Source: an optimization exercise on an open RTL-to-GDS flow (aim: small area). Production flows keep margins and buffers that such runs may drop. Function was checked by simulation only, so behaviour that the tests miss may differ from the original. No activity file was given, so power comes from the tool's default toggle rates.

==> inputs of delta <==
==> flow/design.v <==
module lcdc_encode (
    input  wire [4:0]  code,
    input  wire [15:0] arg,
    output reg  [15:0] bytes,      
    output reg         two_bytes,  
    output reg         long_exec,  
    output reg  [2:0]  cls         
);
    localparam [2:0] C_BASIC = 3'd0, C_EXT = 3'd1, C_SELB = 3'd2, C_SELE = 3'd3,
                     C_SELG  = 3'd4, C_NOACC = 3'd5;
    always @(*) begin
        bytes[7:0] = code[4] ? {2'b10, arg[5:0]} : arg[7:0];
        bytes[15:8] = 8'h00;
        two_bytes = 1'b0;
        long_exec = 1'b0;
        cls       = C_BASIC;
        case (code)
            5'd0: begin  
                bytes[15:8] = arg[15:8];
                two_bytes   = 1'b1;
            end
            5'd1: begin  
                bytes[15:8] = 8'h01;
                long_exec   = 1'b1;
            end
            5'd2:  bytes[15:8] = 8'h02;                           
            5'd3:  bytes[15:8] = {6'b000001, arg[1:0]};           
            5'd4:  bytes[15:8] = {5'b00001, arg[2:0]};            
            5'd5:  bytes[15:8] = {4'b0001, arg[1:0], 2'b00};      
            5'd6:  cls = C_SELB;                                  
            5'd7:  bytes[15:8] = {2'b01, arg[5:0]};               
            5'd8:  bytes[15:8] = {1'b1, arg[6:0]};                
            5'd9:  begin bytes[15:8] = 8'h01; cls = C_EXT; end    
            5'd10: begin bytes[15:8] = 8'h03; cls = C_EXT; end    
            5'd11: begin bytes[15:8] = 8'h02; cls = C_EXT; end    
            5'd12: begin bytes[15:8] = {6'b000001, arg[1:0]}; cls = C_EXT; end  
            5'd13: cls = C_SELE;                                  
            5'd14: cls = C_SELG;                                  
            5'd15: begin bytes[15:8] = {3'b010, arg[4:0]}; cls = C_EXT; end  
            5'd16: begin  
                bytes[15:8] = {4'b1000, arg[11:8]};
                two_bytes   = 1'b1;
                cls         = C_EXT;
            end
            default: cls = C_NOACC;
        endcase
    end
endmodule
module lcdc (
    input  wire        clk,
    input  wire        rst,
    input  wire        tick,
    input  wire        cmd_valid,
    output wire        cmd_ready,
    input  wire [2:0]  cmd_op,
    input  wire [1:0]  cmd_line,
    input  wire [4:0]  cmd_code,
    input  wire [15:0] cmd_arg,
    output reg         done,
    output reg  [15:0] rdata,
    output wire        rs,
    output wire        rw,
    output wire [3:0]  e,
    output wire [3:0]  d_out,
    output wire        d_oe,
    input  wire [3:0]  d_in
);
    localparam OP_EXEC = 3'd0, OP_STATUS = 3'd1, OP_RAMRD = 3'd2, OP_WAIT = 3'd3, OP_INIT = 3'd4;
    localparam [1:0] M_BASIC = 2'b00, M_EXT = 2'b10, M_GRAPH = 2'b11;
    localparam [2:0] C_BASIC = 3'd0, C_EXT = 3'd1, C_SELB = 3'd2, C_SELE = 3'd3,
                     C_SELG  = 3'd4, C_NOACC = 3'd5, C_READ = 3'd6, C_INIT = 3'd7;
    localparam [2:0] S_IDLE  = 3'd0,
                     S_PLAN  = 3'd1,   
                     S_DWAIT = 3'd2,   
                     S_BUS   = 3'd3,   
                     S_TWAIT = 3'd4;   
    reg [2:0]  state;
    reg [2:0]  opc;
    reg [1:0]  line_r;
    reg        acc_two;      
    reg        acc_long;     
    reg [2:0]  init_step;
    reg [3:0]  ctr;          
    reg [15:0] sh;           
    reg [10:0] rem [0:3];
    reg [1:0]  mode [0:3];
    wire [1:0]  phase   = ctr[1:0];
    wire        in_bus  = (state == S_BUS);
    wire [10:0] rem_cur = rem[line_r];
    wire        dl_ok   = (rem_cur == 11'd0);
    wire [1:0]  cur_mode = mode[line_r];
    wire [5:0]  rep     = sh[5:0];
    wire is_read = (opc == C_READ);
    wire is_init = (opc == C_INIT);
    reg        pl_cmd;       
    reg [1:0]  pl_mode;      
    reg        pl_final;     
    always @(*) begin
        pl_cmd   = 1'b0;
        pl_mode  = M_EXT;
        pl_final = 1'b0;
        case (opc)
            C_BASIC: begin
                if (cur_mode == M_GRAPH)      pl_mode = M_EXT;
                else if (cur_mode == M_EXT)   pl_mode = M_BASIC;
                else begin pl_cmd = 1'b1; pl_final = 1'b1; end
            end
            C_EXT: begin
                if (cur_mode == M_BASIC)      pl_mode = M_EXT;
                else begin pl_cmd = 1'b1; pl_final = 1'b1; end
            end
            C_SELB: begin
                if (cur_mode == M_GRAPH)      pl_mode = M_EXT;
                else begin pl_mode = M_BASIC; pl_final = 1'b1; end
            end
            C_SELE: pl_final = 1'b1;
            default: begin  
                if (cur_mode == M_BASIC)      pl_mode = M_EXT;
                else begin pl_mode = M_GRAPH; pl_final = 1'b1; end
            end
        endcase
    end
    wire is_exec = (opc <= C_SELG);
    wire cmd_acc = is_exec & pl_cmd;
    wire sel_acc = is_exec & ~pl_cmd;
    wire two_eff  = acc_two & (is_read | cmd_acc);
    wire long_eff = (cmd_acc & acc_long) | (is_init & (init_step == 3'd3));
    reg [3:0] init_nib;
    always @(*) begin
        if (!ctr[2])
            init_nib = (init_step[2:1] == 2'b00) ? 4'h2 : 4'h0;
        else case (init_step)
            3'd2:    init_nib = 4'hC;
            3'd3:    init_nib = 4'h1;
            3'd4:    init_nib = 4'h6;
            default: init_nib = 4'h0;
        endcase
    end
    assign cmd_ready = (state == S_IDLE);
    wire   act   = (state != S_IDLE);
    assign rw    = act & is_read;
    assign rs    = act & acc_two & (is_read | (cmd_acc & (opc == C_BASIC)));
    assign d_oe  = ~(in_bus & is_read);
    assign d_out = {4{act}} & (is_init ? init_nib :
                               sel_acc ? (ctr[2] ? {1'b0, pl_mode, 1'b0} : 4'h2) :
                               sh[15:12]);
    wire   e_on  = in_bus & (phase[1] ^ phase[0]);
    assign e = {4{e_on}} & (4'b0001 << line_r);
    wire [15:0] enc_bytes;
    wire        enc_two, enc_long;
    wire [2:0]  enc_cls;
    lcdc_encode u_enc (
        .code     (cmd_code),
        .arg      (cmd_arg),
        .bytes    (enc_bytes),
        .two_bytes(enc_two),
        .long_exec(enc_long),
        .cls      (enc_cls)
    );
    wire accept   = (state == S_IDLE) & cmd_valid;
    wire comp     = in_bus & (ctr == 4'hF);
    wire tw_zero  = (state == S_TWAIT) & dl_ok;
    wire tw_done  = tw_zero & (rep == 6'd0);
    wire reload   = tw_zero & (rep != 6'd0) & tick;
    wire init_acc = accept & (cmd_op == OP_INIT);
    wire        ld      = init_acc | reload | comp;
    wire [1:0]  ld_line = (state == S_IDLE) ? cmd_line : line_r;
    wire        sel1600 = (state != S_BUS) | long_eff;
    wire        sel100  = is_init & (init_step[2:1] == 2'b00);
    wire [10:0] ld_val  = sel1600 ? (tick ? 11'h505 : 11'h282) :    
                          sel100  ? (tick ? 11'h191 : 11'h0c8) :    
                                    (tick ? 11'h7ab : 11'h7d5);     
    integer k;
    always @(posedge clk) begin
        for (k = 0; k < 4; k = k + 1) begin
            if (rst)
                rem[k] <= 11'd0;
            else if (ld && ld_line == k[1:0])
                rem[k] <= ld_val;
            else if (tick && rem[k] != 11'd0)
                rem[k] <= {rem[k][9:0], ~(rem[k][10] ^ rem[k][8])};
        end
    end
    always @(posedge clk) begin
        for (k = 0; k < 4; k = k + 1) begin
            if (rst)
                mode[k] <= M_BASIC;
            else if (line_r == k[1:0]) begin
                if (tw_done)
                    mode[k] <= M_BASIC;
                else if (comp && sel_acc)
                    mode[k] <= pl_mode;
            end
        end
    end
    always @(posedge clk) begin
        if (rst) begin
            state <= S_IDLE;
            done  <= 1'b0;
        end else begin
            done <= 1'b0;
            case (state)
                S_IDLE: if (cmd_valid) begin
                    case (cmd_op)
                        OP_EXEC:             state <= S_PLAN;
                        OP_STATUS, OP_RAMRD,
                        OP_WAIT:             state <= S_DWAIT;
                        OP_INIT:             state <= S_TWAIT;
                        default:             done  <= 1'b1;
                    endcase
                end
                S_PLAN: begin
                    if (opc == C_NOACC) begin
                        done  <= 1'b1;
                        state <= S_IDLE;
                    end else
                        state <= S_DWAIT;
                end
                S_DWAIT: if (dl_ok) begin
                    if (opc == C_NOACC) begin
                        done  <= 1'b1;
                        state <= S_IDLE;
                    end else
                        state <= S_BUS;
                end
                S_TWAIT: if (tw_done) state <= S_DWAIT;
                S_BUS: if (comp) begin
                    if (is_init) begin
                        if (init_step[2:1] == 2'b00)
                            state <= S_TWAIT;
                        else if (init_step[2]) begin
                            done  <= 1'b1;
                            state <= S_IDLE;
                        end else
                            state <= S_DWAIT;
                    end else if (is_read || pl_final) begin
                        done  <= 1'b1;
                        state <= S_IDLE;
                    end else
                        state <= S_PLAN;
                end
                default: state <= S_IDLE;
            endcase
        end
    end
    always @(posedge clk) begin
        if (rst || (accept && cmd_op == OP_STATUS))
            rdata <= 16'd0;
        else if (in_bus && is_read && phase == 2'd2)
            rdata <= {rdata[11:0], d_in};
    end
    always @(posedge clk) begin
        if (accept) begin
            line_r    <= cmd_line;
            init_step <= 3'd0;
            case (cmd_op)
                OP_EXEC: begin
                    opc      <= enc_cls;
                    acc_two  <= enc_two;
                    acc_long <= enc_long;
                    sh       <= enc_bytes;
                end
                OP_STATUS, OP_RAMRD: begin
                    opc     <= C_READ;
                    acc_two <= (cmd_op == OP_RAMRD);
                end
                OP_INIT: begin
                    opc <= C_INIT;
                    sh[5:0] <= 6'h33;    
                end
                default: opc <= C_NOACC;
            endcase
        end else begin
            if (comp)
                init_step <= init_step + 3'd1;
            if (reload)
                sh[5:0] <= {rep[4:0], ~(rep[5] ^ rep[4])};
            else if (in_bus && cmd_acc && phase == 2'd3)
                sh <= {sh[11:0], 4'h0};
        end
        if (in_bus)
            ctr <= ctr + 4'd1;
        else
            ctr <= {~two_eff, 3'b000};
    end
endmodule
==> flow/flow/run.sh <==
#!/bin/bash
# Standard layout, with the port buffers made of the smallest buffer cell and
# no dummy loads in the clock tree.
set -euo pipefail
cat >> config.mk <<'EOC'
export BUFFER_PORTS_ARGS = -buffer_cell sky130_fd_sc_hd__buf_1
export CTS_ARGS = -sink_clustering_enable -repair_clock_nets -buf_list sky130_fd_sc_hd__clkbuf_8 -dont_use_dummy_load
EOC
bash standard.sh > standard.log 2>&1
==> flow/standard.sh <==
#!/bin/bash
# synth_recipe.tcl (not shown) runs the flow's synth.tcl, then flattens the netlist and writes it again
# the make line also repeats each setting of config.mk as NAME=value (left out here)
make -C /OpenROAD-flow-scripts/flow DESIGN_CONFIG=/design/flow/config.mk WORK_HOME=/design/flow/orfs CLKGATE_MAP_FILE= SYNTH_SCRIPT=/design/flow/synth_recipe.tcl "${@:-finish}"
==> flow/config.mk <==
export PLATFORM = sky130hd
export DESIGN_NAME = lcdc
export DESIGN_NICKNAME = lcdc
export VERILOG_FILES = /design/flow/design.v
export SDC_FILE = /design/flow/constraint.sdc
export NUM_CORES = 4
export LEC_CHECK = 0
export CAP_MARGIN = 20
export CORE_MARGIN = 2
export CORE_UTILIZATION = 60
export CTS_BUF_LIST = sky130_fd_sc_hd__clkbuf_8
export SLEW_MARGIN = 20
export BUFFER_PORTS_ARGS = -buffer_cell sky130_fd_sc_hd__buf_1
export CTS_ARGS = -sink_clustering_enable -repair_clock_nets -buf_list sky130_fd_sc_hd__clkbuf_8 -dont_use_dummy_load
==> flow/constraint.sdc <==
create_clock -name core_clock -period 10.0 [get_ports {clk}]
set_input_delay 2.0000 -clock core_clock [delete_from_list [all_inputs] [get_ports {clk}]]
set_output_delay 2.0000 -clock core_clock [all_outputs]
set_load 0.01 [all_outputs]
==> indigo: changes against delta <==
--- a/flow/design.v
+++ b/flow/design.v
@@ -81,4 +81,5 @@
     reg        acc_long;     
-    reg [2:0]  init_step;
-    reg [3:0]  ctr;          
+    reg [2:0]  init_step;    
+    reg [1:0]  nib;          
+    reg [1:0]  phase;        
     reg [15:0] sh;           
@@ -86,3 +87,6 @@
     reg [1:0]  mode [0:3];
-    wire [1:0]  phase   = ctr[1:0];
+    wire st_settle = ~init_step[1];                    
+    wire st_2      = init_step[1] & ~init_step[2];     
+    wire st_3      = init_step[2] & init_step[0];      
+    wire st_4      = init_step[2] & ~init_step[0];     
     wire        in_bus  = (state == S_BUS);
@@ -126,13 +130,9 @@
     wire two_eff  = acc_two & (is_read | cmd_acc);
-    wire long_eff = (cmd_acc & acc_long) | (is_init & (init_step == 3'd3));
+    wire long_eff = (cmd_acc & acc_long) | (is_init & st_3);
     reg [3:0] init_nib;
     always @(*) begin
-        if (!ctr[2])
-            init_nib = (init_step[2:1] == 2'b00) ? 4'h2 : 4'h0;
-        else case (init_step)
-            3'd2:    init_nib = 4'hC;
-            3'd3:    init_nib = 4'h1;
-            3'd4:    init_nib = 4'h6;
-            default: init_nib = 4'h0;
-        endcase
+        if (!nib[0])
+            init_nib = st_settle ? 4'h2 : 4'h0;
+        else
+            init_nib = {st_2, st_2 | st_4, st_4, st_3};
     end
@@ -144,5 +144,5 @@
     assign d_out = {4{act}} & (is_init ? init_nib :
-                               sel_acc ? (ctr[2] ? {1'b0, pl_mode, 1'b0} : 4'h2) :
+                               sel_acc ? (nib[0] ? {1'b0, pl_mode, 1'b0} : 4'h2) :
                                sh[15:12]);
-    wire   e_on  = in_bus & (phase[1] ^ phase[0]);
+    wire   e_on  = in_bus & phase[0];
     assign e = {4{e_on}} & (4'b0001 << line_r);
@@ -160,3 +160,3 @@
     wire accept   = (state == S_IDLE) & cmd_valid;
-    wire comp     = in_bus & (ctr == 4'hF);
+    wire comp     = in_bus & (nib == 2'd3) & (phase == 2'b10);
     wire tw_zero  = (state == S_TWAIT) & dl_ok;
@@ -168,3 +168,3 @@
     wire        sel1600 = (state != S_BUS) | long_eff;
-    wire        sel100  = is_init & (init_step[2:1] == 2'b00);
+    wire        sel100  = is_init & st_settle;
     wire [10:0] ld_val  = sel1600 ? (tick ? 11'h505 : 11'h282) :    
@@ -228,5 +228,5 @@
                     if (is_init) begin
-                        if (init_step[2:1] == 2'b00)
+                        if (st_settle)
                             state <= S_TWAIT;
-                        else if (init_step[2]) begin
+                        else if (st_4) begin
                             done  <= 1'b1;
@@ -248,3 +248,3 @@
             rdata <= 16'd0;
-        else if (in_bus && is_read && phase == 2'd2)
+        else if (in_bus && is_read && phase == 2'b11)
             rdata <= {rdata[11:0], d_in};
@@ -274,12 +274,16 @@
             if (comp)
-                init_step <= init_step + 3'd1;
+                init_step <= {init_step[1:0], ~init_step[2]};
             if (reload)
                 sh[5:0] <= {rep[4:0], ~(rep[5] ^ rep[4])};
-            else if (in_bus && cmd_acc && phase == 2'd3)
+            else if (in_bus && cmd_acc && phase == 2'b10)
                 sh <= {sh[11:0], 4'h0};
         end
-        if (in_bus)
-            ctr <= ctr + 4'd1;
-        else
-            ctr <= {~two_eff, 3'b000};
+        if (in_bus) begin
+            phase <= {phase[0], ~phase[1]};
+            if (phase == 2'b10)
+                nib <= nib + 2'd1;
+        end else begin
+            phase <= 2'b00;
+            nib   <= {~two_eff, 1'b0};
+        end
     end
==> flow/flow/run.sh (replaced) <==
#!/bin/bash
# Layout flow: the standard layout (standard.sh) with three changes.
#  1. Synthesis is the standard flow's synthesis script with one difference: ABC maps the
#     logic with the area-oriented script flow/area.abc instead of ORFS's speed
#     script. ABC runs after the flip-flops are mapped, so the registers, their
#     names and cells are those of the standard synthesis.
#  2. The port buffers use the smallest buffer cell (buf_1).
#  3. The clock tree uses clkbuf_8 and inserts no dummy loads.
# Each step's full output goes to a log file in this folder (synth.log,
# layout.log); ORFS's own per-step logs are under orfs/logs/.
set -euo pipefail
W=$(pwd)
F=$W/flow

# 1. synthesis script
sed "s#^source \$::env(SCRIPTS_DIR)/synth_preamble.tcl\$#&\nlset abc_args 1 $F/area.abc#" \
    "$FLOW_HOME/scripts/synth.tcl" > "$W/synth_area.tcl"
grep -q "^lset abc_args 1 " "$W/synth_area.tcl"
sed "s#^source \$::env(SCRIPTS_DIR)/synth.tcl\$#source $W/synth_area.tcl#" \
    "$W/synth_recipe.tcl" > "$W/area_synth.tcl"
grep -q "synth_area.tcl" "$W/area_synth.tcl"
sed "s#SYNTH_SCRIPT=[^ ]*#SYNTH_SCRIPT=$W/area_synth.tcl#" "$W/standard.sh" > "$W/synth_area.sh"
grep -q "SYNTH_SCRIPT=$W/area_synth.tcl" "$W/synth_area.sh"

# 2. and 3.
cat >> "$W/config.mk" <<'EOC'
export BUFFER_PORTS_ARGS = -buffer_cell sky130_fd_sc_hd__buf_1
export CTS_ARGS = -sink_clustering_enable -repair_clock_nets -buf_list sky130_fd_sc_hd__clkbuf_8 -dont_use_dummy_load
EOC

bash "$W/synth_area.sh" synth > "$W/synth.log" 2>&1
bash "$W/standard.sh" > "$W/layout.log" 2>&1
==> flow/flow/area.abc (new file) <==
strash
&get -n
&fraig -x
&put
scorr
dc2
strash
&get -n
&deepsyn -T 10 
&put
strash
&get -n
&dch -f
&nf -R 1000 -p -F 8 -C 32
&put
==> amber: changes against delta <==
--- a/flow/design.v
+++ b/flow/design.v
@@ -169,5 +169,4 @@
     wire        sel100  = is_init & (init_step[2:1] == 2'b00);
-    wire [10:0] ld_val  = sel1600 ? (tick ? 11'h505 : 11'h282) :    
-                          sel100  ? (tick ? 11'h191 : 11'h0c8) :    
-                                    (tick ? 11'h7ab : 11'h7d5);     
+    wire [10:0] ld_base = sel1600 ? 11'd1600 : sel100 ? 11'd100 : 11'd72;
+    wire [10:0] ld_val  = ld_base - {10'd0, tick};
     integer k;
@@ -180,3 +179,3 @@
             else if (tick && rem[k] != 11'd0)
-                rem[k] <= {rem[k][9:0], ~(rem[k][10] ^ rem[k][8])};
+                rem[k] <= rem[k] - 11'd1;
         end
@@ -268,3 +267,3 @@
                     opc <= C_INIT;
-                    sh[5:0] <= 6'h33;    
+                    sh  <= 16'd49;
                 end
@@ -276,3 +275,3 @@
             if (reload)
-                sh[5:0] <= {rep[4:0], ~(rep[5] ^ rep[4])};
+                sh[5:0] <= rep - 6'd1;
             else if (in_bus && cmd_acc && phase == 2'd3)
==> flow/run.sh (new file) <==
#!/bin/bash
# synth_recipe.tcl (not shown) runs the flow's synth.tcl, then flattens the netlist and writes it again
# the make line also repeats each setting of config.mk as NAME=value (left out here)
make -C /OpenROAD-flow-scripts/flow DESIGN_CONFIG=/design/flow/config.mk WORK_HOME=/design/flow/orfs CLKGATE_MAP_FILE= SYNTH_SCRIPT=/design/flow/synth_recipe.tcl finish
BUFFER_PORTS_ARGS = unset   (was -buffer_cell sky130_fd_sc_hd__buf_1)
CORE_UTILIZATION = 40   (was 60)
CTS_ARGS = unset   (was -sink_clustering_enable -repair_clock_nets -buf_list sky130_fd_sc_hd__clkbuf_8 -dont_use_dummy_load)
CTS_BUF_LIST = unset   (was sky130_fd_sc_hd__clkbuf_8)
removed: flow/flow/run.sh
removed: flow/standard.sh
==> tundra: changes against delta <==
==> flow/run.sh (new file) <==
#!/bin/bash
# synth_recipe.tcl (not shown) runs the flow's synth.tcl, then flattens the netlist and writes it again
# the make line also repeats each setting of config.mk as NAME=value (left out here)
make -C /OpenROAD-flow-scripts/flow DESIGN_CONFIG=/design/flow/config.mk WORK_HOME=/design/flow/orfs CLKGATE_MAP_FILE= SYNTH_SCRIPT=/design/flow/synth_recipe.tcl finish
BUFFER_PORTS_ARGS = unset   (was -buffer_cell sky130_fd_sc_hd__buf_1)
CORE_UTILIZATION = 40   (was 60)
CTS_ARGS = unset   (was -sink_clustering_enable -repair_clock_nets -buf_list sky130_fd_sc_hd__clkbuf_8 -dont_use_dummy_load)
CTS_BUF_LIST = unset   (was sky130_fd_sc_hd__clkbuf_8)
removed: flow/flow/run.sh
removed: flow/standard.sh
==> comparison <==
- In indigo the clock power is lower than in tundra, by about 44%.
- In amber the final cell count is higher than in tundra, by 12%.
- The lowest worst setup slack belongs to indigo, the highest to delta.
- The lowest fmax belongs to indigo, the highest to delta.

separate check: timing with driven ports:
Ports are ideal in the flow. The routed layouts listed here were re-timed in OpenROAD.
Step 1 (the two cells are an assumption about what drives the block):
set clk [get_ports {clk}]
set_driving_cell -lib_cell sky130_fd_sc_hd__clkbuf_16 $clk
set_driving_cell -lib_cell sky130_fd_sc_hd__buf_2 [delete_from_list [all_inputs] $clk]
Step 2, shift: input delay + t, output delay - t, t = (earliest + latest rising clock arrival at the registers) / 2. This alone moves slack from input paths to output paths.
Three values: ideal, step 1, step 2; two values: the first two.
run	t (ns)	setup slack, ns	clock arrival spread, ns	cell pins on the clock port's net
delta	0.398	5.196 / 5.161 / 5.256	0.044 / 0.044	1
indigo	0.388	4.469 / 4.436 / 4.602	0.021 / 0.021	1
amber	0.405	4.671 / 4.626 / 5.031	0.008 / 0.009	1
tundra	0.393	4.884 / 4.844 / 5.107	0.008 / 0.008	1
After both steps every run listed still meets setup and hold.
